Source: an optimization exercise on an open RTL-to-GDS flow (aim: small area, a short achievable clock period and few clock cycles). Production flows keep margins and buffers that such runs may drop.
In this exercise RTL edits were held to simulation tests only and were not proved equivalent to the original.
Power is estimated from default activity; no workload was simulated.

===== design/flow/config.mk =====
export PLATFORM = sky130hd
export DESIGN_NAME = dither_core
export DESIGN_NICKNAME = dither_core
export VERILOG_FILES = /design/flow/design.v
export SDC_FILE = /design/flow/constraint.sdc
export NUM_CORES = 4
export LEC_CHECK = 0
export ABC_AREA = 1
export CAP_MARGIN = 20
export CORE_MARGIN = 2
export CORE_UTILIZATION = 40
export PLACE_DENSITY = 0.6
export SLEW_MARGIN = 20

===== design/flow/standard.sh =====
#!/bin/bash
# synth_recipe.tcl (not shown) runs the flow's synth.tcl, then flattens the netlist and writes it again
# the make line also repeats each setting of config.mk as NAME=value (left out here)
make -C /OpenROAD-flow-scripts/flow DESIGN_CONFIG=/design/flow/config.mk WORK_HOME=/design/flow/orfs CLKGATE_MAP_FILE= SYNTH_SCRIPT=/design/flow/synth_recipe.tcl "${@:-finish}"

===== design/flow/constraint.sdc =====
create_clock -name core_clock -period 40.0 [get_ports {clk}]
set_input_delay 8.0000 -clock core_clock [delete_from_list [all_inputs] [get_ports {clk}]]
set_output_delay 8.0000 -clock core_clock [all_outputs]
set_load 0.01 [all_outputs]

===== design/flow/flow/run.sh =====
#!/bin/bash
# The standard layout (standard.sh, unchanged synthesis and steps) with two
# settings of the ORFS flow changed:
#  - the port buffers are plain buf_2 cells instead of the flow's default delay
#    cells (every input and output port still gets its buffer);
#  - clock tree synthesis builds the tree from clkbuf_4/clkbuf_8 cells and
#    inserts no dummy loads.
set -euo pipefail
export BUFFER_PORTS_ARGS="-buffer_cell sky130_fd_sc_hd__buf_2"
export CTS_ARGS="-sink_clustering_enable -repair_clock_nets -buf_list {sky130_fd_sc_hd__clkbuf_4 sky130_fd_sc_hd__clkbuf_8} -dont_use_dummy_load"
bash standard.sh > standard.log 2>&1

===== design/flow/design.v =====
module dither_core (
    input             clk,
    input             rst,
    input             reg_we,
    input      [2:0]  reg_addr,
    input      [31:0] reg_wdata,
    output reg [31:0] reg_rdata,
    output     [31:0] src_addr,
    input      [7:0]  src_data,
    output     [31:0] dst_raddr,
    input      [7:0]  dst_rdata,
    output            dst_we,
    output     [31:0] dst_waddr,
    output     [7:0]  dst_wdata,
    output            rnd_take,
    input      [8:0]  rnd_data
);
    localparam OP_FIXTHR   = 4'h1;
    localparam OP_NOISETHR = 4'h2;
    localparam OP_RANDOM   = 4'h3;
    localparam OP_PATTERN  = 4'h4;
    localparam OP_ORDERED  = 4'h5;
    localparam OP_SIMPLEED = 4'h6;
    localparam OP_FSED     = 4'h7;
    localparam OP_SATADD   = 4'h8;
    localparam OP_TMRD     = 4'h9;
    localparam OP_PBRD     = 4'hA;
    localparam OP_CMPTHR   = 4'hB;
    localparam E_NONE       = 3'd0;
    localparam E_ILLEGAL    = 3'd1;
    localparam E_SELECTOR   = 3'd2;
    localparam E_DEGENERATE = 3'd3;
    localparam E_INDEX      = 3'd4;
    localparam [2:0] X_IDLE = 3'd0;
    localparam [2:0] X_RUN  = 3'd1;    
    localparam [2:0] X_LAST = 3'd2;    
    localparam [2:0] X_FPRO = 3'd3;    
    localparam [2:0] X_FA   = 3'd4;    
    localparam [2:0] X_FB   = 3'd5;    
    localparam [2:0] X_PAT  = 3'd6;    
    localparam [1:0] B_L = 2'd0;       
    localparam [1:0] B_U = 2'd1;       
    localparam [1:0] B_D = 2'd2;       
    localparam [1:0] M_STAY = 2'd0;
    localparam [1:0] M_INC  = 2'd1;
    localparam [1:0] M_B    = 2'd2;
    localparam [5:0] P_F1 = 6'd0,  P_F2 = 6'd1,  P_F3 = 6'd2,  P_F4 = 6'd3,
                     P_F5 = 6'd4,  P_F6 = 6'd5,  P_F7 = 6'd6,  P_F8 = 6'd7,
                     P_F9 = 6'd8,  P_S1F = 6'd9,
                     P_I1 = 6'd10, P_I2 = 6'd11, P_I3 = 6'd12, P_I4 = 6'd13,
                     P_I5 = 6'd14, P_I6 = 6'd15, P_S1I = 6'd16,
                     P_S1B = 6'd17, P_S2 = 6'd18, P_S2B = 6'd19, P_S3 = 6'd20,
                     P_S4 = 6'd21, P_L1 = 6'd22, P_L2O = 6'd23, P_L2OLB = 6'd24,
                     P_U3 = 6'd25, P_U4 = 6'd26, P_L2E = 6'd27, P_L3E = 6'd28,
                     P_L4E = 6'd29, P_L5E = 6'd30, P_V5 = 6'd31, P_V6 = 6'd32,
                     P_V7 = 6'd33, P_V8 = 6'd34;
    function [32:0] radd;
        input [31:0] x;
        input [31:0] y;
        input        c;
        integer      i;
        reg          cc;
        reg   [31:0] sm;
        begin
            cc = c;
            for (i = 0; i < 32; i = i + 1) begin
                sm[i] = x[i] ^ y[i] ^ cc;
                cc    = (x[i] & y[i]) | (x[i] & cc) | (y[i] & cc);
            end
            radd = {cc, sm};
        end
    endfunction
    function ge12;
        input [11:0] x;
        input [11:0] y;
        reg   [32:0] r;
        begin
            r = radd({20'd0, x}, {20'd0, ~y}, 1'b1);
            ge12 = r[12];
        end
    endfunction
    function [7:0] sat_add;
        input [7:0] base;
        input [8:0] d;
        reg   [9:0] sum;
        begin
            sum = radd({22'd0, base}, {{23{d[8]}}, d}, 1'b0);
            if (sum[9])
                sat_add = 8'd0;
            else if (sum[8])
                sat_add = 8'd255;
            else
                sat_add = sum[7:0];
        end
    endfunction
    function [6:0] tm;
        input [2:0] sel;
        input [2:0] r;
        input [2:0] c;
        begin
            case (sel)
                3'd0: begin
                    case ({r[0], c[0]})
                        2'b00: tm = 7'd1;
                        2'b01: tm = 7'd3;
                        2'b10: tm = 7'd4;
                        default: tm = 7'd2;
                    endcase
                end
                3'd1: begin
                    case ({r[1:0], c[1:0]})
                        4'h0: tm = 7'd1;  4'h1: tm = 7'd9;  4'h2: tm = 7'd3;  4'h3: tm = 7'd11;
                        4'h4: tm = 7'd13; 4'h5: tm = 7'd5;  4'h6: tm = 7'd15; 4'h7: tm = 7'd7;
                        4'h8: tm = 7'd4;  4'h9: tm = 7'd12; 4'hA: tm = 7'd2;  4'hB: tm = 7'd10;
                        4'hC: tm = 7'd16; 4'hD: tm = 7'd8;  4'hE: tm = 7'd14; default: tm = 7'd6;
                    endcase
                end
                3'd2: begin
                    case ({r, c})
                        6'o00: tm = 7'd1;  6'o01: tm = 7'd33; 6'o02: tm = 7'd9;  6'o03: tm = 7'd41;
                        6'o04: tm = 7'd3;  6'o05: tm = 7'd35; 6'o06: tm = 7'd11; 6'o07: tm = 7'd43;
                        6'o10: tm = 7'd49; 6'o11: tm = 7'd17; 6'o12: tm = 7'd57; 6'o13: tm = 7'd25;
                        6'o14: tm = 7'd51; 6'o15: tm = 7'd19; 6'o16: tm = 7'd59; 6'o17: tm = 7'd27;
                        6'o20: tm = 7'd13; 6'o21: tm = 7'd45; 6'o22: tm = 7'd5;  6'o23: tm = 7'd37;
                        6'o24: tm = 7'd15; 6'o25: tm = 7'd47; 6'o26: tm = 7'd7;  6'o27: tm = 7'd39;
                        6'o30: tm = 7'd61; 6'o31: tm = 7'd29; 6'o32: tm = 7'd53; 6'o33: tm = 7'd21;
                        6'o34: tm = 7'd63; 6'o35: tm = 7'd31; 6'o36: tm = 7'd55; 6'o37: tm = 7'd23;
                        6'o40: tm = 7'd4;  6'o41: tm = 7'd36; 6'o42: tm = 7'd12; 6'o43: tm = 7'd44;
                        6'o44: tm = 7'd2;  6'o45: tm = 7'd34; 6'o46: tm = 7'd10; 6'o47: tm = 7'd42;
                        6'o50: tm = 7'd52; 6'o51: tm = 7'd20; 6'o52: tm = 7'd60; 6'o53: tm = 7'd28;
                        6'o54: tm = 7'd50; 6'o55: tm = 7'd18; 6'o56: tm = 7'd58; 6'o57: tm = 7'd26;
                        6'o60: tm = 7'd16; 6'o61: tm = 7'd48; 6'o62: tm = 7'd8;  6'o63: tm = 7'd40;
                        6'o64: tm = 7'd14; 6'o65: tm = 7'd46; 6'o66: tm = 7'd6;  6'o67: tm = 7'd38;
                        6'o70: tm = 7'd64; 6'o71: tm = 7'd32; 6'o72: tm = 7'd56; 6'o73: tm = 7'd24;
                        6'o74: tm = 7'd62; 6'o75: tm = 7'd30; 6'o76: tm = 7'd54; default: tm = 7'd22;
                    endcase
                end
                3'd3: begin
                    case ({r[1:0], c[1:0]})
                        4'h0: tm = 7'd8; 4'h1: tm = 7'd3; 4'h2: tm = 7'd4;
                        4'h4: tm = 7'd6; 4'h5: tm = 7'd1; 4'h6: tm = 7'd2;
                        4'h8: tm = 7'd7; 4'h9: tm = 7'd5; default: tm = 7'd9;
                    endcase
                end
                default: begin
                    case ({r[1:0], c[1:0]})
                        4'h0: tm = 7'd1; 4'h1: tm = 7'd7; 4'h2: tm = 7'd4;
                        4'h4: tm = 7'd5; 4'h5: tm = 7'd8; 4'h6: tm = 7'd3;
                        4'h8: tm = 7'd6; 4'h9: tm = 7'd2; default: tm = 7'd9;
                    endcase
                end
            endcase
        end
    endfunction
    function [1:0] mod3;
        input [7:0] x;
        reg   [3:0] t;
        begin
            t = radd({28'd0, radd({30'd0, x[1:0]}, {30'd0, x[3:2]}, 1'b0)},
                     {28'd0, radd({30'd0, x[5:4]}, {30'd0, x[7:6]}, 1'b0)}, 1'b0);
            case (t)
                4'd0, 4'd3, 4'd6, 4'd9, 4'd12: mod3 = 2'd0;
                4'd1, 4'd4, 4'd7, 4'd10:       mod3 = 2'd1;
                default:                       mod3 = 2'd2;
            endcase
        end
    endfunction
    function [7:0] ord_thr;
        input [2:0] sel;
        input [6:0] t;
        begin
            case (sel)
                3'd0:    ord_thr = (t[2])   ? 8'd255 : {t[1:0], 6'd0};
                3'd1:    ord_thr = (t[4])   ? 8'd255 : {t[3:0], 4'd0};
                3'd2:    ord_thr = (t[6])   ? 8'd255 : {t[5:0], 2'd0};
                default: begin
                    case (t[3:0])
                        4'd1: ord_thr = 8'd29;
                        4'd2: ord_thr = 8'd57;
                        4'd3: ord_thr = 8'd85;
                        4'd4: ord_thr = 8'd114;
                        4'd5: ord_thr = 8'd142;
                        4'd6: ord_thr = 8'd170;
                        4'd7: ord_thr = 8'd199;
                        4'd8: ord_thr = 8'd227;
                        default: ord_thr = 8'd255;
                    endcase
                end
            endcase
        end
    endfunction
    function [7:0] sa_pm;
        input [7:0] base;
        input       neg;
        input [7:0] f;
        reg   [8:0] sum;
        begin
            sum = radd({24'd0, base}, {24'd0, f ^ {8{neg}}}, neg);
            if (sum[8] ^ neg)
                sa_pm = {8{~neg}};
            else
                sa_pm = sum[7:0];
        end
    endfunction
    function qneg;
        input [7:0] v;
        begin
            qneg = v[7] | (&v[6:0]);
        end
    endfunction
    function [7:0] qmag;
        input [7:0] v;
        begin
            qmag = (v[7] | (&v[6:0])) ? ~v : v;
        end
    endfunction
    function [7:0] fs1;
        input [7:0] m;
        begin
            fs1 = {4'd0, m[7:4]};
        end
    endfunction
    function [7:0] fs3;
        input [7:0] m;
        reg [9:0] p;
        begin
            p = radd({24'd0, m}, {23'd0, m, 1'b0}, 1'b0);
            fs3 = {2'b00, p[9:4]};
        end
    endfunction
    function [7:0] fs5;
        input [7:0] m;
        reg [10:0] p;
        begin
            p = radd({24'd0, m}, {22'd0, m, 2'b00}, 1'b0);
            fs5 = {1'b0, p[10:4]};
        end
    endfunction
    function [7:0] fs7;
        input [7:0] m;
        reg [10:0] p;
        begin
            p = radd({21'd0, m, 3'b000}, ~{24'd0, m}, 1'b1);
            fs7 = {1'b0, p[10:4]};
        end
    endfunction
    function [11:0] g225;
        input [3:0] g;
        begin
            case (g)
                4'd1: g225 = 12'd225;
                4'd2: g225 = 12'd450;
                4'd3: g225 = 12'd675;
                4'd4: g225 = 12'd900;
                4'd5: g225 = 12'd1125;
                4'd6: g225 = 12'd1350;
                4'd7: g225 = 12'd1575;
                4'd8: g225 = 12'd1800;
                default: g225 = 12'd2025;
            endcase
        end
    endfunction
    reg [31:0] cmd;
    reg [15:0] width;
    reg [15:0] height;
    reg [7:0]  res;
    reg        res_pend;       
    reg        busy, done, err, ovr;
    reg [2:0]  code;
    reg [2:0]  xst;
    reg [5:0]  pst;
    reg [1:0]  pend;           
    reg [31:0] a;
    reg [15:0] xr;             
    reg [15:0] yr;             
    reg [1:0]  xs;             
    reg        row0;           
    reg [2:0]  xm, ym;         
    reg [7:0]  s;              
    reg        wbit;           
    reg        wen;            
    reg        en;             
    reg [7:0]  em;             
    reg [23:0] q;
    reg        c3n;            
    reg [4:0]  c3m;            
    wire [7:0]  va   = q[7:0];
    wire [7:0]  vb   = q[15:8];
    wire [7:0]  t1   = q[23:16];
    wire [11:0] psum = q[11:0];
    wire [9:0]  csum = q[21:12];
    wire [3:0] op  = cmd[3:0];
    wire [2:0] sel = cmd[6:4];
    wire [7:0] thr_t = cmd[15:8];
    wire [3:0] w_op = reg_wdata[3:0];
    reg [31:0] w_mask;
    reg        w_legal;
    always @(*) begin
        w_legal = 1'b1;
        case (w_op)
            OP_FIXTHR:   w_mask = 32'hFFFF_00FF;
            OP_NOISETHR: w_mask = 32'hFF00_00FF;
            OP_RANDOM:   w_mask = 32'hFFFF_FFFF;
            OP_PATTERN:  w_mask = 32'hFFFF_FF8F;
            OP_ORDERED:  w_mask = 32'hFFFF_FF8F;
            OP_SIMPLEED: w_mask = 32'hFFFF_FFFF;
            OP_FSED:     w_mask = 32'hFFFF_FFFF;
            OP_SATADD:   w_mask = 32'hFE00_00FF;
            OP_TMRD:     w_mask = 32'hFF00_008F;
            OP_PBRD:     w_mask = 32'hFFF0_F08F;
            OP_CMPTHR:   w_mask = 32'hFF00_00FF;
            default: begin
                w_mask  = 32'hFFFF_FFFF;
                w_legal = 1'b0;
            end
        endcase
        if ((reg_wdata & w_mask) != {28'd0, w_op})
            w_legal = 1'b0;
    end
    wire [2:0] w_sel   = reg_wdata[6:4];
    wire [7:0] w_f1    = reg_wdata[15:8];
    wire [7:0] w_f2    = reg_wdata[23:16];
    wire [8:0] w_delta = reg_wdata[24:16];
    wire [3:0] w_idx   = reg_wdata[11:8];
    wire [1:0] w_r     = reg_wdata[17:16];
    wire [1:0] w_c     = reg_wdata[19:18];
    wire       w_filter = (w_op != 4'd0) && !w_op[3];
    wire [7:0] c_f1 = cmd[15:8];
    wire [7:0] c_f2 = cmd[23:16];
    reg [2:0] c_row, c_col;
    always @(*) begin
        case (sel)
            3'd0:    begin c_row = {2'b00, c_f1[0]};   c_col = {2'b00, c_f2[0]};   end
            3'd1:    begin c_row = {1'b0, c_f1[1:0]};  c_col = {1'b0, c_f2[1:0]};  end
            3'd2:    begin c_row = c_f1[2:0];          c_col = c_f2[2:0];          end
            default: begin c_row = {1'b0, mod3(c_f1)}; c_col = {1'b0, mod3(c_f2)}; end
        endcase
    end
    wire lw    = (xr[15:3] == 13'd0) && !(xr[2] && (xr[1] || xr[0]));    
    wire lb    = (yr[15:3] == 13'd0) && !(yr[2] && (yr[1] || yr[0]));    
    wire w_odd = width[0];
    wire h_odd = height[0];
    reg        p_we;           
    reg        p_copy;         
    reg [1:0]  p_r, p_c;       
    reg [1:0]  p_b;
    reg [1:0]  p_mv;
    reg [5:0]  p_nx;
    always @(*) begin
        p_we = 1'b0; p_copy = 1'b0; p_r = 2'd1; p_c = 2'd2;
        p_b = B_L; p_mv = M_STAY; p_nx = pst;
        case (pst)
            P_F1: begin p_we = (pend != 2'd0); p_copy = pend[1];
                        p_mv = M_INC; p_nx = P_F2; end
            P_F2: begin p_mv = M_INC; p_nx = P_F3; end
            P_F3: begin p_b = B_D; p_mv = M_B; p_nx = P_F4; end
            P_F4: begin p_b = B_D; p_mv = M_B; p_nx = P_F5; end
            P_F5: begin p_b = B_L; p_mv = M_B; p_nx = P_F6; end
            P_F6: begin p_b = B_U; p_mv = M_B; p_nx = P_F7; end
            P_F7: begin p_b = B_L; p_mv = M_B; p_nx = P_F8; end
            P_F8: begin p_b = B_D; p_mv = M_B; p_nx = P_F9; end
            P_F9: begin p_mv = M_STAY; p_nx = P_S1F; end
            P_S1F: begin p_we = 1'b1; p_r = 2'd1; p_c = 2'd0; p_b = B_U; p_mv = M_B;
                         p_nx = lb ? P_S1B : P_S2; end
            P_I1: begin p_b = B_U; p_mv = M_B; p_nx = P_I2; end
            P_I2: begin p_mv = M_INC; p_nx = P_I3; end
            P_I3: begin p_b = B_D; p_mv = M_B; p_nx = P_I4; end
            P_I4: begin p_b = B_D; p_mv = M_B; p_nx = P_I5; end
            P_I5: begin p_b = B_L; p_mv = M_B; p_nx = P_I6; end
            P_I6: begin p_b = B_U; p_mv = M_B; p_nx = P_S1I; end
            P_S1I: begin p_we = 1'b1; p_r = 2'd1; p_c = 2'd0; p_b = B_L; p_mv = M_B;
                         p_nx = lb ? P_S1B : P_S2; end
            P_S1B: begin p_we = 1'b1; p_r = 2'd2; p_c = 2'd0; p_b = B_D; p_mv = M_STAY;
                         p_nx = P_S2; end
            P_S2: begin p_we = 1'b1; p_r = 2'd0; p_c = 2'd0; p_b = B_U; p_mv = M_INC;
                        p_nx = lb ? P_S2B : P_S3; end
            P_S2B: begin p_we = 1'b1; p_r = 2'd2; p_c = 2'd1; p_b = B_D; p_mv = M_STAY;
                         p_nx = P_S3; end
            P_S3: begin p_we = 1'b1; p_r = 2'd0; p_c = 2'd1; p_b = B_U; p_mv = M_INC;
                        p_nx = lw ? P_L1 : P_S4; end
            P_S4: begin p_we = 1'b1; p_r = 2'd1; p_c = 2'd1; p_b = B_L; p_mv = M_INC;
                        p_nx = P_I1; end
            P_L1: begin p_we = 1'b1; p_r = 2'd1; p_c = 2'd1; p_b = B_L; p_mv = M_STAY;
                        p_nx = w_odd ? (lb ? P_L2OLB : P_L2O) : P_L2E; end
            P_L2O: begin p_we = 1'b1; p_r = 2'd0; p_c = 2'd2; p_b = B_U; p_mv = M_INC;
                         p_nx = P_F1; end
            P_L2OLB: begin p_we = 1'b1; p_r = 2'd0; p_c = 2'd2; p_b = B_U; p_mv = M_STAY;
                           p_nx = P_U3; end
            P_U3: begin p_we = 1'b1; p_r = 2'd2; p_c = 2'd2; p_b = B_D; p_mv = M_B;
                        p_nx = P_U4; end
            P_U4: begin p_we = 1'b1; p_r = 2'd1; p_c = 2'd2; p_b = B_U; p_mv = M_INC;
                        p_nx = P_F1; end
            P_L2E: begin p_we = 1'b1; p_r = 2'd0; p_c = 2'd2; p_b = B_U; p_mv = M_B;
                         p_nx = P_L3E; end
            P_L3E: begin p_we = 1'b1; p_r = 2'd1; p_c = 2'd2; p_b = B_D; p_mv = M_INC;
                         p_nx = P_L4E; end
            P_L4E: begin p_b = B_D; p_mv = M_B; p_nx = lb ? P_V5 : P_L5E; end
            P_L5E: begin p_we = 1'b1; p_copy = 1'b1; p_b = B_U; p_mv = M_INC;
                         p_nx = P_F1; end
            P_V5: begin p_we = 1'b1; p_copy = 1'b1; p_b = B_U; p_mv = M_STAY;
                        p_nx = P_V6; end
            P_V6: begin p_b = B_D; p_mv = M_B; p_nx = P_V7; end
            P_V7: begin p_we = 1'b1; p_copy = 1'b1; p_b = B_U; p_mv = M_STAY;
                        p_nx = P_V8; end
            P_V8: begin p_we = 1'b1; p_r = 2'd2; p_c = 2'd2; p_b = B_L; p_mv = M_INC;
                        p_nx = P_F1; end
            default: ;
        endcase
    end
    reg [2:0] rom_sel, rom_r, rom_c;
    always @(*) begin
        if (xst == X_PAT) begin
            rom_sel = sel[0] ? 3'd4 : 3'd3;
            rom_r   = {1'b0, p_r};
            rom_c   = {1'b0, p_c};
        end else if (busy) begin
            rom_sel = sel;
            rom_r   = ym;
            rom_c   = xm;
        end else if (op == OP_PBRD) begin
            rom_sel = sel[0] ? 3'd4 : 3'd3;
            rom_r   = {1'b0, cmd[17:16]};
            rom_c   = {1'b0, cmd[19:18]};
        end else begin
            rom_sel = sel;
            rom_r   = c_row;
            rom_c   = c_col;
        end
    end
    wire [6:0] rom_v  = tm(rom_sel, rom_r, rom_c);
    wire       pb_bit = (xst == X_PAT) ? !ge12(g225(rom_v[3:0]), psum) : ge12({8'd0, cmd[11:8]}, {5'd0, rom_v});
    wire [7:0] rom_res = (op == OP_TMRD) ? {1'b0, rom_v} : {8{pb_bit}};
    wire [2:0] nm1 = (sel == 3'd0) ? 3'd1 : (sel == 3'd1) ? 3'd3 : (sel == 3'd2) ? 3'd7 : 3'd2;
    wire [7:0] othr = ord_thr(sel, rom_v);
    wire [32:0] noisy = radd({24'd0, src_data}, {{23{rnd_data[8]}}, rnd_data}, 1'b0);
    wire [32:0] nmt   = radd({21'd0, noisy[10:0]}, {21'd0, ~{3'b000, thr_t}}, 1'b1);
    wire [7:0] sed_v = sa_pm(src_data, en, em);
    reg pix_bit;
    always @(*) begin
        case (op)
            OP_NOISETHR: pix_bit = !nmt[10];
            OP_RANDOM:   pix_bit = ge12({4'd0, src_data}, {4'd0, rnd_data[7:0]});
            OP_ORDERED:  pix_bit = ge12({4'd0, src_data}, {4'd0, othr});
            OP_SIMPLEED: pix_bit = qneg(sed_v);
            default:     pix_bit = ge12({4'd0, src_data}, {4'd0, thr_t});
        endcase
    end
    wire x_ge1 = (xs != 2'd0);
    wire x_ge2 = xs[1];
    wire xr_ge2 = (xr[15:1] != 15'd0);                     
    wire xr_ge3 = (xr[15:2] != 14'd0) || (xr[1:0] == 2'd3);  
    wire yr_ge2 = (yr[15:1] != 15'd0);                     
    wire [7:0] c1 = x_ge2 ? fs1(qmag(vb)) : 8'd0;
    wire [7:0] c5 = (x_ge1 && xr_ge2) ? fs5(qmag(va)) : 8'd0;
    wire       fa_we = xr_ge3;
    wire [7:0] c3 = row0 ? 8'd0 : {3'd0, c3m};
    wire [7:0] c7 = em;                
    wire       fa    = (xst == X_FA);
    wire [7:0] c3_n  = fs3(qmag(dst_rdata));
    wire [7:0] sa_b  = (fa || row0) ? s : t1;
    wire [7:0] sa_o1 = sa_pm(sa_b, fa ? qneg(vb) : c3n, fa ? c1 : c3);
    wire [7:0] sa_o2 = sa_pm(sa_o1, fa ? qneg(va) : en, fa ? c5 : c7);
    wire [7:0] t1_n  = sa_o2;
    wire [7:0] fb_v  = sa_o2;
    wire       fb_o = qneg(fb_v);
    wire       fb_dif = x_ge1 && xr_ge2 && yr_ge2;
    reg [1:0] bsel;
    always @(*) begin
        case (xst)
            X_FA:    bsel = B_U;
            X_PAT:   bsel = p_b;
            default: bsel = B_L;
        endcase
    end
    wire [15:0] opnd_lo = (bsel == B_D) ? width : (bsel == B_U) ? ~width : 16'hFFFF;
    wire        cin     = (bsel == B_U);
    wire [32:0] b_l8    = radd({24'd0, a[7:0]}, {24'd0, opnd_lo[7:0]}, cin);
    wire [32:0] b_h80   = radd({24'd0, a[15:8]}, {24'd0, opnd_lo[15:8]}, 1'b0);
    wire [32:0] b_h81   = radd({24'd0, a[15:8]}, {24'd0, opnd_lo[15:8]}, 1'b1);
    wire [16:0] b_lo    = {b_l8[8] ? b_h81[8:0] : b_h80[8:0], b_l8[7:0]};
    wire [32:0] hi_inc  = radd({16'd0, a[31:16]}, 32'd0, 1'b1);
    wire [32:0] hi_dec  = radd({16'd0, a[31:16]}, {16'd0, 16'hFFFF}, 1'b0);
    wire [15:0] b_hi    = (bsel == B_D) ? (b_lo[16] ? hi_inc[15:0] : a[31:16])
                                        : (b_lo[16] ? a[31:16] : hi_dec[15:0]);
    wire [31:0] b       = {b_hi, b_lo[15:0]};
    reg        we_c;
    reg [7:0]  wd_c;
    always @(*) begin
        we_c = 1'b0;
        wd_c = {8{wbit}};
        case (xst)
            X_RUN, X_LAST: begin
                we_c = wen;
                wd_c = (op == OP_PATTERN) ? s : {8{wbit}};
            end
            X_FA: begin
                we_c = fa_we;
                wd_c = {8{qneg(dst_rdata)}};
            end
            X_FB: begin
                we_c = 1'b1;
                wd_c = fb_dif ? fb_v : {8{fb_o}};
            end
            X_PAT: begin
                we_c = p_we;
                wd_c = p_copy ? s : {8{pb_bit}};
            end
            default: ;
        endcase
    end
    assign src_addr  = a;
    assign dst_raddr = b;
    assign dst_waddr = b;
    assign dst_we    = we_c;
    assign dst_wdata = wd_c;
    assign rnd_take  = (xst == X_RUN) && ((op == OP_NOISETHR) || (op == OP_RANDOM));
    always @(*) begin
        case (reg_addr)
            3'd0:    reg_rdata = cmd;
            3'd1:    reg_rdata = {25'd0, code, ovr, err, done, busy};
            3'd2:    reg_rdata = {16'd0, width};
            3'd3:    reg_rdata = {16'd0, height};
            3'd4:    reg_rdata = {24'd0, res_pend ? rom_res : res};
            default: reg_rdata = 32'd0;
        endcase
    end
    wire last_col = (xr == 16'd1);
    wire last_row = (yr == 16'd1);
    wire [32:0] xm_i = radd({29'd0, xm}, 32'd0, 1'b1);
    wire [32:0] ym_i = radd({29'd0, ym}, 32'd0, 1'b1);
    wire [2:0] xm_n = (xm == nm1) ? 3'd0 : xm_i[2:0];
    wire [2:0] ym_n = (ym == nm1) ? 3'd0 : ym_i[2:0];
    wire [32:0] lo_inc = radd({16'd0, a[15:0]}, 32'd0, 1'b1);
    wire [31:0] a_inc  = {lo_inc[16] ? hi_inc[15:0] : a[31:16], lo_inc[15:0]};
    wire        dec2  = (xst == X_PAT);
    wire [32:0] xr_d  = radd({16'd0, xr}, {16'd0, 14'h3FFF, ~dec2, 1'b1}, dec2);
    wire [32:0] yr_d  = radd({16'd0, yr}, {16'd0, 14'h3FFF, ~dec2, 1'b1}, dec2);
    wire start_ok = reg_we && (reg_addr == 3'd0) && !busy && w_legal && w_filter &&
                    !((w_op == OP_PATTERN && (w_sel[2] | w_sel[1])) || (w_op == OP_ORDERED && (w_sel[2] & (w_sel[1] | w_sel[0])))) &&
                    (width != 16'd0) && (height != 16'd0);
    wire [32:0] ps_add = radd({20'd0, (pst == P_I1) ? {2'd0, csum} : psum}, {24'd0, src_data}, 1'b0);
    wire [32:0] cs_add = radd({22'd0, csum}, {24'd0, src_data}, 1'b0);
    always @(posedge clk) begin
        if (start_ok) begin
            a    <= 32'd0;
            xr   <= width;
            yr   <= height;
            xs   <= 2'd0;
            row0 <= 1'b1;
            xm   <= 3'd0;
            ym   <= 3'd0;
            en   <= 1'b0;
            em   <= 8'd0;
            wen  <= 1'b0;
            pend <= 2'd0;
            pst  <= P_F1;
        end else begin
            case (xst)
                X_RUN: begin
                    a    <= a_inc[31:0];
                    s    <= src_data;
                    wbit <= pix_bit;
                    wen  <= 1'b1;
                    if (last_col) begin
                        xr <= width;
                        yr <= yr_d[15:0];
                        xm <= 3'd0;
                        ym <= ym_n;
                        em <= 8'd0;
                    end else begin
                        xr <= xr_d[15:0];
                        xm <= xm_n;
                        en <= qneg(sed_v);
                        em <= qmag(sed_v);
                    end
                end
                X_FPRO: begin
                    a <= a_inc[31:0];
                    s <= src_data;
                end
                X_FA: begin
                    q   <= {t1_n, va, dst_rdata};
                    c3n <= qneg(dst_rdata);
                    c3m <= xr_ge3 ? c3_n[4:0] : 5'd0;
                end
                X_FB: begin
                    a <= a_inc[31:0];
                    s <= src_data;
                    en <= qneg(fb_v);
                    em <= fb_dif ? fs7(qmag(fb_v)) : 8'd0;
                    if (last_col) begin
                        xr   <= width;
                        yr   <= yr_d[15:0];
                        xs   <= 2'd0;
                        row0 <= 1'b0;
                    end else begin
                        xr <= xr_d[15:0];
                        xs <= xs[1] ? 2'd2 : xs + 2'd1;
                    end
                end
                X_PAT: begin
                    s   <= src_data;
                    pst <= p_nx;
                    case (p_mv)
                        M_INC: a <= a_inc[31:0];
                        M_B:   a <= b;
                        default: ;
                    endcase
                    case (pst)
                        P_F1: q[11:0] <= {4'd0, src_data};
                        P_I1: q[11:0] <= ps_add[11:0];
                        P_F2, P_F3, P_F4, P_F5, P_F6, P_F7, P_F8,
                        P_I2, P_I3, P_I4, P_I5, P_F9, P_I6:
                              q[11:0] <= ps_add[11:0];
                        default: ;
                    endcase
                    case (pst)
                        P_F3, P_I3: q[21:12] <= {2'd0, src_data};
                        P_F4, P_F5, P_I4, P_I5: q[21:12] <= cs_add[9:0];
                        default: ;
                    endcase
                    if (pst == P_F1)
                        pend <= 2'd0;
                    if (pst == P_S4)
                        xr <= xr_d[15:0];
                    if (pst == P_L2O || pst == P_L5E) begin
                        xr   <= width;
                        yr   <= yr_d[15:0];
                        pend <= (pst == P_L2O) ? 2'd1 : 2'd2;
                    end
                    if (pst == P_U4 || pst == P_V8) begin
                        xr  <= width;
                        yr  <= 16'd1;
                        wen <= (pst == P_V8);
                    end
                end
                default: ;
            endcase
        end
    end
    always @(posedge clk) begin
        if (rst) begin
            cmd    <= 32'd0;
            width  <= 16'd0;
            height <= 16'd0;
            res    <= 8'd0;
            res_pend <= 1'b0;
            busy   <= 1'b0;
            done   <= 1'b0;
            err    <= 1'b0;
            ovr    <= 1'b0;
            code   <= E_NONE;
            xst    <= X_IDLE;
        end else begin
            if (res_pend) begin
                res      <= rom_res;
                res_pend <= 1'b0;
            end
            if (reg_we) begin
                case (reg_addr)
                    3'd0: begin
                        if (busy) begin
                            ovr <= 1'b1;
                        end else begin
                            cmd  <= reg_wdata;
                            done <= 1'b0;
                            err  <= 1'b0;
                            code <= E_NONE;
                            ovr  <= 1'b0;
                            if (!w_legal) begin
                                err <= 1'b1; code <= E_ILLEGAL; done <= 1'b1;
                            end else if (!w_filter) begin
                                case (w_op)
                                    OP_SATADD: begin
                                        res  <= sat_add(w_f1, w_delta);
                                        done <= 1'b1;
                                    end
                                    OP_CMPTHR: begin
                                        res  <= {8{ge12({4'd0, w_f2}, {4'd0, w_f1})}};
                                        done <= 1'b1;
                                    end
                                    OP_TMRD: begin
                                        if ((w_sel[2] & (w_sel[1] | w_sel[0]))) begin
                                            err <= 1'b1; code <= E_SELECTOR; done <= 1'b1;
                                        end else begin
                                            res_pend <= 1'b1;
                                            done <= 1'b1;
                                        end
                                    end
                                    default: begin  
                                        if ((w_sel[2] | w_sel[1])) begin
                                            err <= 1'b1; code <= E_SELECTOR; done <= 1'b1;
                                        end else if ((w_idx[3] & (w_idx[2] | w_idx[1])) || w_r == 2'd3 || w_c == 2'd3) begin
                                            err <= 1'b1; code <= E_INDEX; done <= 1'b1;
                                        end else begin
                                            res_pend <= 1'b1;
                                            done <= 1'b1;
                                        end
                                    end
                                endcase
                            end else begin
                                if ((w_op == OP_PATTERN && (w_sel[2] | w_sel[1])) ||
                                    (w_op == OP_ORDERED && (w_sel[2] & (w_sel[1] | w_sel[0])))) begin
                                    err <= 1'b1; code <= E_SELECTOR; done <= 1'b1;
                                end else if (width == 16'd0 || height == 16'd0) begin
                                    err <= 1'b1; code <= E_DEGENERATE; done <= 1'b1;
                                end else begin
                                    busy <= 1'b1;
                                    if (w_op == OP_FSED)
                                        xst <= X_FPRO;
                                    else if (w_op == OP_PATTERN && ((|width[15:2]) || (&width[1:0])) && ((|height[15:2]) || (&height[1:0])))
                                        xst <= X_PAT;
                                    else
                                        xst <= X_RUN;
                                end
                            end
                        end
                    end
                    3'd2: begin
                        if (busy) ovr <= 1'b1;
                        else      width <= reg_wdata[15:0];
                    end
                    3'd3: begin
                        if (busy) ovr <= 1'b1;
                        else      height <= reg_wdata[15:0];
                    end
                    default: ;
                endcase
            end
            case (xst)
                X_RUN: begin
                    if (last_col && last_row)
                        xst <= X_LAST;
                end
                X_LAST: begin
                    busy <= 1'b0;
                    done <= 1'b1;
                    xst  <= X_IDLE;
                end
                X_FPRO: xst <= X_FB;
                X_FA:   xst <= X_FB;
                X_FB: begin
                    if (last_col && last_row) begin
                        busy <= 1'b0;
                        done <= 1'b1;
                        xst  <= X_IDLE;
                    end else if (last_col || !row0) begin
                        xst <= X_FA;
                    end
                end
                X_PAT: begin
                    if (pst == P_U4) begin
                        if (h_odd) begin
                            busy <= 1'b0;
                            done <= 1'b1;
                            xst  <= X_IDLE;
                        end else
                            xst <= X_RUN;
                    end else if (pst == P_V8) begin
                        xst <= h_odd ? X_LAST : X_RUN;
                    end
                end
                default: ;
            endcase
        end
    end
endmodule

==> results_dict.tcl, run 1 <==
set metrics [dict create \
    clock_sinks 213 \
    critPathArrivalTime_ns 10.09 \
    path_delay_family "adder cells" \
    cts_buffer_depth 3 \
    slowest_delay_ns 0.49 \
    post-route-period-util 0.452 \
    setup_viol 0 \
    end_kind "primary output" \
    synthesis.nets 3145 \
    synthArstFlopShare 0 \
    finalPower_w 0.00118 \
    switching_share 0.486 \
    p_leak_nw 10.7 \
    slew_violations 0 \
    peakVddDrop_mv 0.0600 \
    r2r-start "xst[2]$_SDFF_PP0_" \
    start_kind "flop" \
    synthesis.area_um2 19900 \
    root_buffer "clkbuf_8" \
    syn_to_final_growth_pct 9.88 \
    p_seq_frac 0.252 \
    min_to "cmd[27]$_SDFFE_PP0P_" \
    drt-total-wl_mm 70.0 \
    cp.required_ns 32.00 \
    final_nets 3282 \
    ys_ff_latch 213 \
    vias 20300 \
    synth_edf_count 71 \
    fillers 5117 \
    max_freq_mhz 55.3 \
    regArea_um2 4970 \
    antenna_found_initial 1 \
    drive_gt1_frac 0.120 \
    intPower_w 0.000606 \
    p_comb_frac 0.583 \
    drtPass1Iterations 6 \
    row_count 81 \
    mostFrequentLayoutCell "nand2_1" \
    post_cts_resized 0 \
    layout_common_cells "nand2_1 (568), inv_1 (435), o21ai_0 (273), nand3_1 (200), buf_2 (200)" \
    start_util 0.406 \
    gp_congestion 0.932 \
    ctsHoldBuffers 0 \
    switchingPower_w 0.000574 \
    worstHoldStart "cmd[27]$_SDFFE_PP0P_" \
    die_area_um2 51600 \
    clk_latency_ns 0.64 \
    reg2reg_slack_ns 29.64 \
    rsz0062_at_grt "false" \
    setup_tns_ns 0 \
    die_x_um 227 \
    ios 201 \
    via_per_inst 5.54 \
    critical_path.max_fanout 12 \
    worst_pin_slew_ns 1.12 \
    postCtsSetupRepairBufs 0 \
    hold_path_class "flop to flop" \
    syn_area_per_cell_um2 6.95 \
    fin_crit_ns 18.09 \
    slew_headroom 0.248 \
    rr_worst_depth 53 \
    grt_pass1_vias 18800 \
    cts_buffers 44 \
    slowest_stage "o21ai_1" \
    grt_max_degree 63 \
    synthCells 2864 \
    yosysWarnings 1 \
    gr-total-overflow 0 \
    rr_endpoint "em[5]$_SDFFE_PP0N_" \
    synth_cell_types 67 \
    crit_buf_inv 13 \
    p_per_area_nw_per_um2 53.9 \
    drc_errors 0 \
    core_area_um2 49100 \
    wire_per_inst_um 19.1 \
    status "complete, no violations" \
    hold_path_depth 2 \
    ant_nets 0 \
    critPathLaunch "xst[2]$_SDFF_PP0_" \
    finClkSkew_ns 0.0944 \
    drv_cap 0 \
    final_hold_viol_count 0 \
    multi_input_area_um2 12600 \
    path_clk_slew_ns 0.05 \
    synth-seq-area-share 0.250 \
    synth_top_flop_cell "dfxtp_1" \
    die-height_um 227 \
    path_class "flop to primary output" \
    cts_tree "built" \
    drtIter0Drc 1849 \
    cts_max_level 2 \
    port-buffer-count 200 \
    dp_hpwl_mm 53.6 \
    grt_pass1_wl_mm 107 \
    crit_path_frequent_cell "fa_1" \
    track_usage 0.268 \
    p_clk_frac 0.164 \
]
==> cell usage after synthesis (5+ instances only) <==
cell,count,area [µm²]
nor2_1,197,739
inv_1,437,1640
nor2_2,10,62.6
xor2_1,44,385
o221ai_1,14,123
nand2_2,28,175
nand2_1,568,2130
a22oi_1,5,37.5
xnor2_1,15,131
o21ai_0,273,1370
dfxtp_1,142,2840
a31oi_1,32,200
a211oi_1,6,45.0
o211ai_1,30,225
ha_1,152,1900
or2_2,7,43.8
o21bai_1,9,67.6
nand3_1,200,1000
nand2_4,7,78.8
a221oi_1,8,70.1
o21a_1,8,60.1
clkinv_1,5,18.8
nand4_1,27,169
o31ai_1,18,135
inv_2,14,52.6
nand3b_1,5,37.5
clkbuf_1,71,267
nor3_1,34,170
o22ai_1,32,200
a21oi_1,184,921
buf_2,8,40.0
nor4_1,20,125
buf_4,35,263
o21ai_1,10,50.1
buf_1,6,22.5
edfxtp_1,71,2130
fa_1,66,1320
buf_6,9,101
==> tightest hold or removal path: cells and delay by family (launching register included) <==
kind                   cells  cell delay [ns]
AO/OA/AOI/OAI              1             0.05
buffers and inverters      1             0.06
flip-flops                 1             0.29
==> worst max-delay path by stage <==
stage                     to  cells past startpoint
6_report        dst_wdata[6]                     47
5_1_grt         dst_wdata[6]                     47
4_1_cts         reg_rdata[2]                      9
3_5_place_dp    reg_rdata[1]                      9
3_3_place_gp    reg_rdata[1]                      9
2_1_floorplan  reg_rdata[10]                      7
==> cell families (layout without fill, tap and decap cells) <==
group	count (synthesis)	after routing	share of synthesized area
adder cells (fa/ha/maj)	218	218	0.162
AND/OR/NAND/NOR	1122	1122	0.247
buffers and inverters	586	721	0.121
AO/OA/AOI/OAI	660	660	0.191
multiplexers	5	5	0.00258
XOR/XNOR	60	60	0.0268
other	0	1	0
flip-flops	213	213	0.250
==> power by group through the flow <==
stage / Clock (W) / Combinational [W] / Sequential, W
3_3_place_gp: 0 / 0.000673 / 0.000300
3_5_place_dp: 0 / 0.000685 / 0.000301
5_1_grt: 0.000205 / 0.000782 / 0.000302
4_1_cts: 0.000198 / 0.000689 / 0.000297
2_1_floorplan: 0 / 0.000512 / 0.000296
6_report: 0.000194 / 0.000688 / 0.000298
==> stage by stage <==
stage / std cells / hold slack [ns] / setup slack (ns) / area (µm²) / util
after floorplan: 2864 / 0.430 / 22.86 / 19900 / -
after global placement: 3617 / 0.443 / 22.02 / 21200 / 0.433
after detailed placement: 3617 / 0.451 / 21.94 / 21200 / 0.433
after CTS: 3661 / 0.459 / 21.93 / 21800 / 0.445
after global routing: 3664 / 0.467 / 21.29 / 21900 / 0.446
final: 3664 / 0.455 / 21.91 / 21900 / 0.446
==> cell type report <==
| type | instances | area share |
|---|---|---|
| well taps | 664 | 0.0380 |
| flip-flops and latches | 213 | 0.227 |
| inverters | 457 | 0.0786 |
| diodes | 1 | 0.000114 |
| clock buffers | 44 | 0.0277 |
| repair buffers | 220 | 0.0539 |
| multi-input cells | 2065 | 0.574 |
==> state kept, by name, indices dropped and copies added, names as in the netlist, 5 cells and up <==
signal  flops
q          24
height     16
pst         6
a          32
c3m         5
s           8
yr         16
xr         16
em          8
cmd        32
width      16
res         8
==> metal layers <==
| metal | routed length, µm | global-route usage | vias to the layer above |
|---|---|---|---|
| li1 | - | - | 9733 |
| met1 | 30000 | 0.353 | 9641 |
| met2 | 33100 | 0.449 | 775 |
| met3 | 4310 | 0.0310 | 144 |
| met4 | 2640 | 0.109 | 0 |
| met5 | 0 | 0 | - |
Testbench counts, summed over its fixed seeds: cycles 93,702.
==> run 2, diff against run 1 <==
==> design/flow/flow/run.sh (replaced) <==
#!/bin/bash
# The standard layout (standard.sh, unchanged synthesis and steps) with these
# ORFS settings changed:
#  - the port buffers are plain buf_2 cells instead of the flow's default delay
#    cells (every input and output port still gets its buffer);
#  - clock tree synthesis builds the tree from clkbuf_4/clkbuf_8 cells and
#    inserts no dummy loads;
#  - repair_timing keeps working on paths until their slack is 22.5 ns, so the
#    register-port and port-to-port paths get sized up.
set -euo pipefail
export BUFFER_PORTS_ARGS="-buffer_cell sky130_fd_sc_hd__buf_2"
export CTS_ARGS="-sink_clustering_enable -repair_clock_nets -buf_list {sky130_fd_sc_hd__clkbuf_4 sky130_fd_sc_hd__clkbuf_8} -dont_use_dummy_load"
export SETUP_SLACK_MARGIN=22.5
bash standard.sh > standard.log 2>&1
==> results_dict.tcl, run 2 <==
set metrics [dict create \
    critPathArrivalTime_ns 9.42 \
    synth_common_cells "nand2_1 (568), inv_1 (437), o21ai_0 (273)" \
    grt_pass1_wl_mm 108 \
    setup_viol 0 \
    r2r-start "xst[2]$_SDFF_PP0_" \
    start_kind "input pin" \
    crit_path_frequent_cell "buf_2" \
    ctsHoldBuffers 0 \
    regArea_um2 4980 \
    wire_per_inst_um 19.1 \
    synth_top_area_frac 0.143 \
    critical_path.max_fanout 7 \
    post-route-period-util 0.436 \
    pre_cts_ws_ns 21.94 \
    synth_most_common_cell "nand2_1" \
    die_x_um 227 \
    row_count 81 \
    gp_congestion 0.932 \
    synthesis.area_um2 19900 \
    synthTopCellsByArea "dfxtp_1 (14%), edfxtp_1 (11%), nand2_1 (11%)" \
    status "complete, no violations" \
    layout_setup_ws_ns 22.58 \
    path_delay_family "buffers and inverters" \
    synth_edf_count 71 \
    port-buffer-count 200 \
    drv_cap 0 \
    cts_buffers 44 \
    clk_latency_ns 0.64 \
    core_area_um2 49100 \
    dp_hpwl_mm 53.6 \
    finalInstanceArea_um2 22100 \
    drtPass1Iterations 6 \
    rsz0062_at_grt "true" \
    multi_input_area_um2 12700 \
    track_usage 0.270 \
    reg2reg_slack_ns 30.47 \
    root_buffer "clkbuf_8" \
    place_area_um2 21200 \
    worst_pin_slew_ns 1.08 \
    setup_tns_ns 0 \
    drtIter0Drc 1827 \
    min_to "cmd[27]$_SDFFE_PP0P_" \
    syn_to_final_growth_pct 11.3 \
    ant_nets 0 \
    path_cells "buf_2, nor2_1, inv_1, nor2_4, clkinvlp_4, o22ai_1, a221oi_1, nand2_1, buf_2" \
    cp.required_ns 32.00 \
    p_per_area_nw_per_um2 54.1 \
    cts_buffer_depth 3 \
    via_per_inst 5.52 \
    final_hold_viol_count 0 \
    gr-total-overflow 0 \
    synthArstFlopShare 0 \
    syn_area_per_cell_um2 6.95 \
    slew_violations 0 \
    rr_endpoint "em[5]$_SDFFE_PP0N_" \
    max_freq_mhz 57.4 \
    hold_path_depth 2 \
    grt_pass1_vias 18900 \
    synthCells 2864 \
    rr_worst_depth 55 \
    yosysWarnings 1 \
    worstHoldStart "cmd[27]$_SDFFE_PP0P_" \
    start_util 0.406 \
    mostFrequentLayoutCell "nand2_1" \
    cts_tree "built" \
    path_clk_slew_ns 0.05 \
    synthesis.nets 3145 \
    yosysTopAreaCell "dfxtp_1" \
    largest_registers "a (32), cmd (32), q (24)" \
    hold_path_class "flop to flop" \
    p_leak_nw 10.8 \
    slew_headroom 0.273 \
    slowest_delay_ns 0.22 \
    ios 201 \
    end_kind "primary output" \
    path_class "input pin to primary output" \
    die_area_um2 51600 \
    fin_crit_ns 17.42 \
    drive_gt1_frac 0.133 \
    drc_errors 0 \
    final_nets 3296 \
    crit_buf_inv 4 \
    die-height_um 227 \
    synth-seq-area-share 0.250 \
    synth_cell_types 67 \
    peakVddDrop_mv 0.0586 \
    ys_ff_latch 213 \
    finClkSkew_ns 0.0897 \
    layout_common_cells "nand2_1 (562), inv_1 (430), o21ai_0 (273), nand3_1 (200), buf_2 (200)" \
    grt_max_degree 63 \
    vias 20300 \
    fillers 5089 \
    synth_top_flop_cell "dfxtp_1" \
    slowest_stage "clkinvlp_4" \
    antenna_found_initial 1 \
    cts_max_level 2 \
    drt-total-wl_mm 70.4 \
    post-route-util 0.452 \
    clock_sinks 213 \
]
==> run 2: cell counts after synthesis <==
No cell type changed its count.
==> run 2: layout make-up <==
cell class | count | share of cell area
Antenna cell | 1 | 0.000113
Clock buffer | 44 | 0.0273
Inverter | 457 | 0.0780
Multi-Input combinational cell | 2065 | 0.574
Sequential cell | 213 | 0.225
Tap cell | 664 | 0.0375
Timing Repair Buffer | 233 | 0.0584
Timing Repair inverter | 1 | 0.000339
==> run 2: repair_timing <==
action                                  CTS  global route
cloned                                    1             0
setup buffers                             4            10
resized for setup                        19            22
endpoints found under the setup margin   40            18
pin swaps                                 0             6
==> run 2: how the worst max path moves through the flow <==
stage,from,to,slack [ns],depth (start not counted)
final,reg_addr[2],reg_rdata[1],22.58,9
after global routing,q[10]$_DFFE_PP_,dst_wdata[6],22.39,51
after CTS,reg_addr[2],reg_rdata[1],22.51,9
after detailed placement,reg_addr[0],reg_rdata[1],21.94,9
after global placement,reg_addr[0],reg_rdata[1],22.02,9
after floorplan,reg_addr[0],reg_rdata[10],22.86,7
==> run 2: per-layer routing <==
layer	share of wire	track usage	wire length [µm]
met1	0.43	0.355	30500
met3	0.059	0.0328	4180
met4	0.041	0.113	2900
met2	0.47	0.449	32900
met5	0	0	0
==> run 2: worst register-to-register path, delay by kind of cell, from the launching register on <==
kind	cells	cell delay, ns
AOI/OAI and AO/OA	7	1.09
xor gates and xnor gates	2	0.39
adders and majority gates	16	4.77
buffers and inverters	13	1.00
DFF	1	0.37
and+or+nand+nor	17	1.85
==> run 2: cells by family (layout without fill, tap and decap cells) <==
group,after synthesis,after routing,share of synthesized area
flip-flops,213,213,0.250
XOR/XNOR,60,60,0.0268
adder cells (fa/ha/maj),218,218,0.162
other,0,1,0
multiplexers,5,5,0.00258
AND/OR/NAND/NOR,1122,1122,0.247
AO/OA/AOI/OAI,660,660,0.191
buffers and inverters,586,735,0.121
==> run 2: per-stage QoR <==
| step | instances | hold WS, ns | total power, W |
|---|---|---|---|
| floorplan | 2864 | 0.430 | 0.000808 |
| global placement | 3617 | 0.443 | 0.000973 |
| global route | 3678 | 0.467 | 0.00131 |
| detailed placement | 3617 | 0.451 | 0.000986 |
| finish | 3678 | 0.455 | 0.00120 |
| CTS | 3666 | 0.459 | 0.00119 |
==> run 2: power by group <==
group / switching [W] / leakage (nW) / total [W] / internal, W
logic: 0.000449 / 8.63 / 0.000707 / 0.000258
registers: 0.0000361 / 1.81 / 0.000298 / 0.000262
clock network: 0.0000969 / 0.316 / 0.000193 / 0.0000962
==> run 3, diff against run 2 <==
--- a/design/flow/flow/run.sh
+++ b/design/flow/flow/run.sh
@@ -7,3 +7,3 @@
 #    inserts no dummy loads;
-#  - repair_timing keeps working on paths until their slack is 22.5 ns, so the
+#  - repair_timing keeps working on paths until their slack is 23.5 ns, so the
 #    register-port and port-to-port paths get sized up.
@@ -12,3 +12,3 @@
 export CTS_ARGS="-sink_clustering_enable -repair_clock_nets -buf_list {sky130_fd_sc_hd__clkbuf_4 sky130_fd_sc_hd__clkbuf_8} -dont_use_dummy_load"
-export SETUP_SLACK_MARGIN=22.5
+export SETUP_SLACK_MARGIN=23.5
 bash standard.sh > standard.log 2>&1
==> results_dict.tcl, run 3 <==
set metrics [dict create \
    drtPass1Iterations 6 \
    grt_pass1_wl_mm 109 \
    grtUsageMet2 0.454 \
    slowest_delay_ns 0.19 \
    gr-total-overflow 0 \
    drtIter0Drc 1775 \
    synthesis.area_um2 19900 \
    synth_common_cells "nand2_1 (568), inv_1 (437), o21ai_0 (273)" \
    drive_gt1_frac 0.170 \
    cts_tree "built" \
    clock_sinks 213 \
    grt_pass1_vias 19500 \
    cts_max_level 2 \
    clk_latency_ns 0.64 \
    grt_use_met3 0.0469 \
    setup_tns_ns 0 \
    layout_common_cells "nand2_1 (550), inv_1 (423), o21ai_0 (262), nand3_1 (200), a21oi_1 (180)" \
    path_class "input pin to primary output" \
    max_freq_mhz 57.8 \
    row_count 81 \
    rsz0062_at_grt "true" \
    r2r-start "xst[2]$_SDFF_PP0_" \
    syn_to_final_growth_pct 17.1 \
    slew_headroom 0.293 \
    path_clk_slew_ns 0.06 \
    ios 201 \
    dp_hpwl_mm 54.1 \
    final_hold_viol_count 0 \
    slew_violations 0 \
    status "complete, no violations" \
    critPathLaunch "dst_rdata[5]" \
    yosysWarnings 1 \
    antenna_found_initial 0 \
    start_util 0.406 \
    crit_path_frequent_cell "nor2_2" \
    num_antenna_cells 0 \
    peakVddDrop_mv 0.0470 \
    track_usage 0.272 \
    p_leak_nw 11.2 \
    post-route-util 0.475 \
    port-buffer-count 200 \
    synth_top_flop_cell "dfxtp_1" \
    vias 20700 \
    grt_busiest_layer "met2" \
    synth_top_area_frac 0.143 \
    drt-total-wl_mm 72.1 \
    die-height_um 227 \
    critical_path.max_fanout 8 \
    finalPower_w 0.00122 \
    mostFrequentLayoutCell "nand2_1" \
    ant_nets 0 \
    worst_pin_slew_ns 1.05 \
    gp_congestion 0.948 \
    hold_path_class "flop to flop" \
    synthArstFlopShare 0 \
    die_x_um 227 \
    via_per_inst 5.55 \
    syn_area_per_cell_um2 6.95 \
    synthCells 2864 \
    end_kind "primary output" \
    drc_errors 0 \
    start_kind "input pin" \
    fillers 4932 \
    multi_input_area_um2 13100 \
    cts_buffer_depth 3 \
    final_nets 3351 \
    wire_per_inst_um 19.3 \
    fin_crit_ns 17.30 \
    synthTopCellsByArea "dfxtp_1 (14%), edfxtp_1 (11%), nand2_1 (11%)" \
    p_per_area_nw_per_um2 52.5 \
    endpoint "dst_wdata[0]" \
    rr_worst_depth 53 \
    finClkSkew_ns 0.0766 \
    regArea_um2 4980 \
    grt_max_degree 63 \
    cp.required_ns 32.00 \
    critPathArrivalTime_ns 9.30 \
    path_cells "buf_8, ha_4, nand4_1, nor2_2, nor2_2, inv_2, nand2_4, o21ai_2, a31oi_1, nand3_1, buf_2" \
    synthesis.nets 3145 \
    reg2reg_slack_ns 30.67 \
    slowest_stage "buf_2" \
    post-route-period-util 0.432 \
    rr_endpoint "em[5]$_SDFFE_PP0N_" \
    synth_most_common_cell "nand2_1" \
    synth-seq-area-share 0.250 \
    core_area_um2 49100 \
    grtUsageMet1 0.348 \
    cts_buffers 45 \
    die_area_um2 51600 \
    root_buffer "clkbuf_8" \
    drv_cap 0 \
    yosysTopAreaCell "dfxtp_1" \
    setup_viol 0 \
    synth_edf_count 71 \
    largest_registers "a (32), cmd (32), q (24)" \
    synth_cell_types 67 \
    ys_ff_latch 213 \
]
## run 3: stage by stage
stage	instance area, µm²	cells	hold slack, ns	worst slack, ns
6_report	23300	3732	0.471	22.70
5_1_grt	23300	3732	0.516	22.58
4_1_cts	22800	3696	0.471	22.80
3_5_place_dp	21400	3620	0.462	22.32
3_3_place_gp	21400	3619	0.457	22.39
2_1_floorplan	20200	2864	0.444	23.07
## run 3: worst max-delay path: cells and delay by family
kind | cells | cell delay, ns
simple gates | 5 | 0.53
buf+inv | 3 | 0.37
compound gates | 2 | 0.24
fa+ha+maj | 1 | 0.14
## run 3: power breakdown
group / leakage [nW] / total, W / switching [W] / internal [W]
Sequential: 1.81 / 0.000298 / 0.0000364 / 0.000262
Clock: 0.324 / 0.000193 / 0.0000949 / 0.0000983
Combinational: 9.06 / 0.000732 / 0.000464 / 0.000268
## run 3: logic make-up after synthesis
logic type                 share of synthesized area
buffers and inverters                          0.121
DFF                                            0.250
and+or+nand+nor                                0.247
adders and majority gates                      0.162
AOI/OAI and AO/OA                              0.191
xor gates and xnor gates                      0.0268
muxes                                        0.00258
## run 3: layout make-up
class / count / share of cell area
Multi-Input combinational cell: 2067 / 0.562
Sequential cell: 213 / 0.214
Timing Repair Buffer: 286 / 0.0868
Inverter: 457 / 0.0751
Tap cell: 664 / 0.0356
Clock buffer: 45 / 0.0266
## run 3: what timing repair did
| action | in CTS | in global routing |
|---|---|---|
| endpoints found under the setup margin | 72 | 72 |
| cloned | 4 | 2 |
| setup buffers | 27 | 34 |
| hold buffers | 0 | 0 |
| endpoints found under the hold margin | 0 | 0 |
| gates resized for setup | 112 | 52 |
| pin swaps | 33 | 32 |
## run 3: worst min path at each step
| stage | from | endpoint | slack [ns] | depth (start not counted) |
|---|---|---|---|---|
| finish | row0$_SDFFE_PP1P_ | row0$_SDFFE_PP1P_ | 0.47 | 2 |
| global route | code[2]$_SDFFE_PP0P_ | code[2]$_SDFFE_PP0P_ | 0.52 | 2 |
| CTS | code[1]$_SDFFE_PP0P_ | code[1]$_SDFFE_PP0P_ | 0.47 | 2 |
| detailed placement | code[1]$_SDFFE_PP0P_ | code[1]$_SDFFE_PP0P_ | 0.46 | 2 |
| global placement | row0$_SDFFE_PP1P_ | row0$_SDFFE_PP1P_ | 0.46 | 2 |
| floorplan | ovr$_SDFFE_PP0P_ | ovr$_SDFFE_PP0P_ | 0.44 | 2 |
## run 3: layer usage
| metal | up-vias | share of wire |
|---|---|---|
| met5 | - | 0 |
| met4 | 0 | 0.045 |
| met3 | 189 | 0.068 |
| met2 | 851 | 0.47 |
| met1 | 9773 | 0.42 |
| li1 | 9891 | - |
==> run 4, diff against run 3 <==
--- a/design/flow/design.v
+++ b/design/flow/design.v
@@ -284,4 +284,2 @@
     reg [23:0] q;
-    reg        c3n;            
-    reg [4:0]  c3m;            
     wire [7:0]  va   = q[7:0];
@@ -455,11 +453,9 @@
     wire       fa_we = xr_ge3;
-    wire [7:0] c3 = row0 ? 8'd0 : {3'd0, c3m};
+    wire [7:0] c3 = xr_ge3 ? fs3(qmag(dst_rdata)) : 8'd0;
     wire [7:0] c7 = em;                
     wire       fa    = (xst == X_FA);
-    wire [7:0] c3_n  = fs3(qmag(dst_rdata));
-    wire [7:0] sa_b  = (fa || row0) ? s : t1;
-    wire [7:0] sa_o1 = sa_pm(sa_b, fa ? qneg(vb) : c3n, fa ? c1 : c3);
-    wire [7:0] sa_o2 = sa_pm(sa_o1, fa ? qneg(va) : en, fa ? c5 : c7);
-    wire [7:0] t1_n  = sa_o2;
-    wire [7:0] fb_v  = sa_o2;
+    wire [7:0] sa_o1 = sa_pm((fa || row0) ? s : t1, fa ? qneg(vb) : en, fa ? c1 : c7);
+    wire [7:0] sa_o2 = sa_pm(sa_o1, qneg(va), c5);
+    wire [7:0] t1_n  = sa_pm(sa_o2, qneg(dst_rdata), c3);
+    wire [7:0] fb_v  = sa_o1;
     wire       fb_o = qneg(fb_v);
@@ -582,4 +578,2 @@
                     q   <= {t1_n, va, dst_rdata};
-                    c3n <= qneg(dst_rdata);
-                    c3m <= xr_ge3 ? c3_n[4:0] : 5'd0;
                 end
--- a/design/flow/config.mk
+++ b/design/flow/config.mk
@@ -10,4 +10,4 @@
 export CORE_MARGIN = 2
-export CORE_UTILIZATION = 40
-export PLACE_DENSITY = 0.6
+export CORE_UTILIZATION = 60
+export PLACE_DENSITY = 0.75
 export SLEW_MARGIN = 20
==> results_dict.tcl, run 4 <==
set metrics [dict create \
    drive_gt1_frac 0.162 \
    layout_common_cells "nand2_1 (568), inv_1 (387), o21ai_0 (254), nor2_1 (190), a21oi_1 (177)" \
    post-route-period-util 0.429 \
    start_kind "input pin" \
    setup_tns_ns 0 \
    critPathArrivalTime_ns 9.15 \
    synth_cell_types 73 \
    yosysWarnings 1 \
    cts_buffer_depth 3 \
    grt_pass1_wl_mm 104 \
    die_area_um2 34500 \
    max_freq_mhz 58.3 \
    setup_viol 0 \
    drtPass1Iterations 7 \
    ios 201 \
    core_area_um2 32500 \
    grt_pass1_vias 19500 \
    die-height_um 186 \
    root_buffer "clkbuf_8" \
    syn_to_final_growth_pct 13.8 \
    synth-seq-area-share 0.242 \
    synthCells 2839 \
    clock_sinks 207 \
    gr-total-overflow 0 \
    synthesis.area_um2 19800 \
    path_clk_slew_ns 0.04 \
    port-buffer-count 200 \
    fin_crit_ns 17.15 \
    critical_path.max_fanout 8 \
    synth_top_area_frac 0.143 \
    rsz0062_at_grt "true" \
    ant_nets 0 \
    yosysTopAreaCell "dfxtp_1" \
    gp_congestion 1.01 \
    synthesis.nets 3129 \
    finalPower_w 0.00133 \
    die_x_um 186 \
    grt_max_degree 52 \
    wire_per_inst_um 19.6 \
    cp.required_ns 32.00 \
    synth_most_common_cell "nand2_1" \
    ys_ff_latch 207 \
    clk_latency_ns 0.60 \
    final_hold_viol_count 0 \
    drtIter0Drc 2462 \
    finClkSkew_ns 0.0942 \
    p_per_area_nw_per_um2 58.9 \
    synth_edf_count 65 \
    worst_pin_slew_ns 1.07 \
    ctsHoldBuffers 0 \
    dp_hpwl_mm 50.9 \
    drt-total-wl_mm 67.6 \
    synthTopCellsByArea "dfxtp_1 (14%), nand2_1 (11%), edfxtp_1 (9.8%)" \
    path_class "input pin to primary output" \
    synth_common_cells "nand2_1 (579), inv_1 (395), o21ai_0 (262)" \
    via_per_inst 6.10 \
    final_nets 3299 \
    drc_errors 0 \
    cts_buffers 40 \
    start_util 0.610 \
    vias 21000 \
    mostFrequentLayoutCell "nand2_1" \
    antenna_found_initial 0 \
    cts_tree "built" \
    status "complete, no violations" \
    end_kind "primary output" \
    syn_area_per_cell_um2 6.99 \
    cts_max_level 2 \
    synth_top_flop_cell "dfxtp_1" \
    fillers 2834 \
    num_antenna_cells 0 \
    largest_registers "a (32), cmd (32), q (24)" \
    p_leak_nw 10.8 \
    track_usage 0.385 \
    slew_violations 0 \
    slew_headroom 0.280 \
    peakVddDrop_mv 0.110 \
    drv_cap 0 \
    row_count 66 \
    hold_path_class "flop to flop" \
    synthArstFlopShare 0 \
]
run 4: changes by cell type in the layout (fill, tap and decap cells not counted), moves of 9 or more:
cell,previous run,this run
nand3_2,4,15
nor2_1,169,190
buf_4,61,35
nand3_1,200,173
buf_6,35,24
nand2_1,550,568
inv_2,19,28
inv_1,423,387
fa_1,60,74
a21oi_2,6,15
run 4: worst paths after layout:
| check | startpoint | endpoint | slack, ns | cells past startpoint |
|---|---|---|---|---|
| worst max-delay path | dst_rdata[5] | dst_wdata[5] | 22.85 | 11 |
| worst max register to register | xst[2]$_SDFF_PP0_ | q[19]$_DFFE_PP_ | 28.36 | 54 |
| worst min-delay path | row0$_SDFFE_PP1P_ | row0$_SDFFE_PP1P_ | 0.47 | 2 |
| worst min register to register | row0$_SDFFE_PP1P_ | row0$_SDFFE_PP1P_ | 0.47 | 2 |
run 4: layout make-up:
class | instances | area, µm² | share of cell area
multi-input cells | 2081 | 13300 | 0.591
flip-flops and latches | 207 | 4790 | 0.212
inverters | 433 | 1690 | 0.0747
repair buffers | 243 | 1600 | 0.0711
well taps | 442 | 553 | 0.0245
clock buffers | 40 | 551 | 0.0244
repair inverters | 3 | 47.5 | 0.00211
run 4: cell families after synthesis:
group                      after synthesis  share of synthesized area
and+or+nand+nor                       1140                      0.254
AOI/OAI and AO/OA                      649                      0.190
buffers and inverters                  551                      0.114
adders and majority gates              227                      0.171
DFF                                    207                      0.242
xor gates and xnor gates                63                     0.0278
muxes                                    2                    0.00101
run 4: metrics by stage:
stage / utilization / instance area, µm² / hold slack (ns) / cells / worst slack (ns)
finish: 0.694 / 22600 / 0.469 / 3449 / 22.85
global route: 0.694 / 22600 / 0.501 / 3449 / 22.81
CTS: 0.689 / 22400 / 0.468 / 3444 / 22.89
detailed placement: 0.653 / 21200 / 0.461 / 3379 / 22.48
global placement: 0.653 / 21200 / 0.450 / 3379 / 22.60
floorplan: - / 20200 / 0.440 / 2839 / 22.95
run 4: routing by layer:
| metal | part of all wire | wire length [µm] | vias to the layer above | global-route usage |
|---|---|---|---|---|
| met3 | 0.10 | 6860 | 247 | 0.0689 |
| met5 | 0 | 0 | - | 0 |
| met2 | 0.46 | 30900 | 1230 | 0.630 |
| li1 | - | - | 9749 | - |
| met4 | 0.048 | 3250 | 0 | 0.174 |
| met1 | 0.39 | 26600 | 9804 | 0.497 |
run 4: worst max-delay path, cell delays in order:
cell	delay, ns
buf_8	0.10
ha_4	0.16
nand2_4	0.06
nor4_4	0.04
nor2_4	0.14
inv_6	0.06
nand2_8	0.10
o21ai_2	0.07
a21oi_2	0.16
nand3_1	0.09
buf_2	0.17
run 4: repair_timing:
item                                    CTS  global route
pin swaps                                25             3
gates cloned                              3             0
endpoints found under the setup margin   40            72
setup buffers                            22             5
hold endpoints to repair                  0             0
gates resized for setup                  85            18
run 4: where the power goes:
part / switching [W] / leakage (nW) / internal [W] / total [W]
Clock: 0.0000895 / 0.288 / 0.0000879 / 0.000177
Combinational: 0.000531 / 8.72 / 0.000316 / 0.000847
Sequential: 0.0000418 / 1.75 / 0.000264 / 0.000306
Total: 0.000662 / 10.8 / 0.000668 / 0.00133
Testbench counts of run 4, summed over its fixed seeds: cycles 93,702.

## what the ideal ports hide
Ports are ideal in the flow. The routed layouts listed here were re-timed in OpenROAD. Step 1: set_driving_cell puts a clkbuf_16 on clk and a buf_2 on each other input, an assumption about the parent block. Step 2 also shifts input and output timing later by t, the mid clock arrival at the registers, as if the neighbouring blocks saw the same clock. Slacks: no drivers / after step 1 / after step 2; pairs: no drivers / after step 1.
run	shift t [ns]	setup slack, ns	worst hold slack (ns)	latest minus earliest clock arrival (ns)	worst slew at a driven data input, ns
run 1	0.647	21.909 / 21.852 / 21.934	0.455 / 0.455 / 0.455	0.095 / 0.094	0.05
run 2	0.648	22.579 / 22.557 / 22.557	0.455 / 0.455 / 0.455	0.089 / 0.089	0.05
run 3	0.654	22.703 / 22.662 / 22.662	0.471 / 0.471 / 0.471	0.077 / 0.077	0.06
run 4	0.603	22.854 / 22.811 / 22.811	0.469 / 0.469 / 0.469	0.094 / 0.094	0.06
After both steps every run listed still meets setup and hold. For run 4, which loses most, drivers alone change the setup slack by -0.043 ns; drivers and shift together by -0.043 ns.
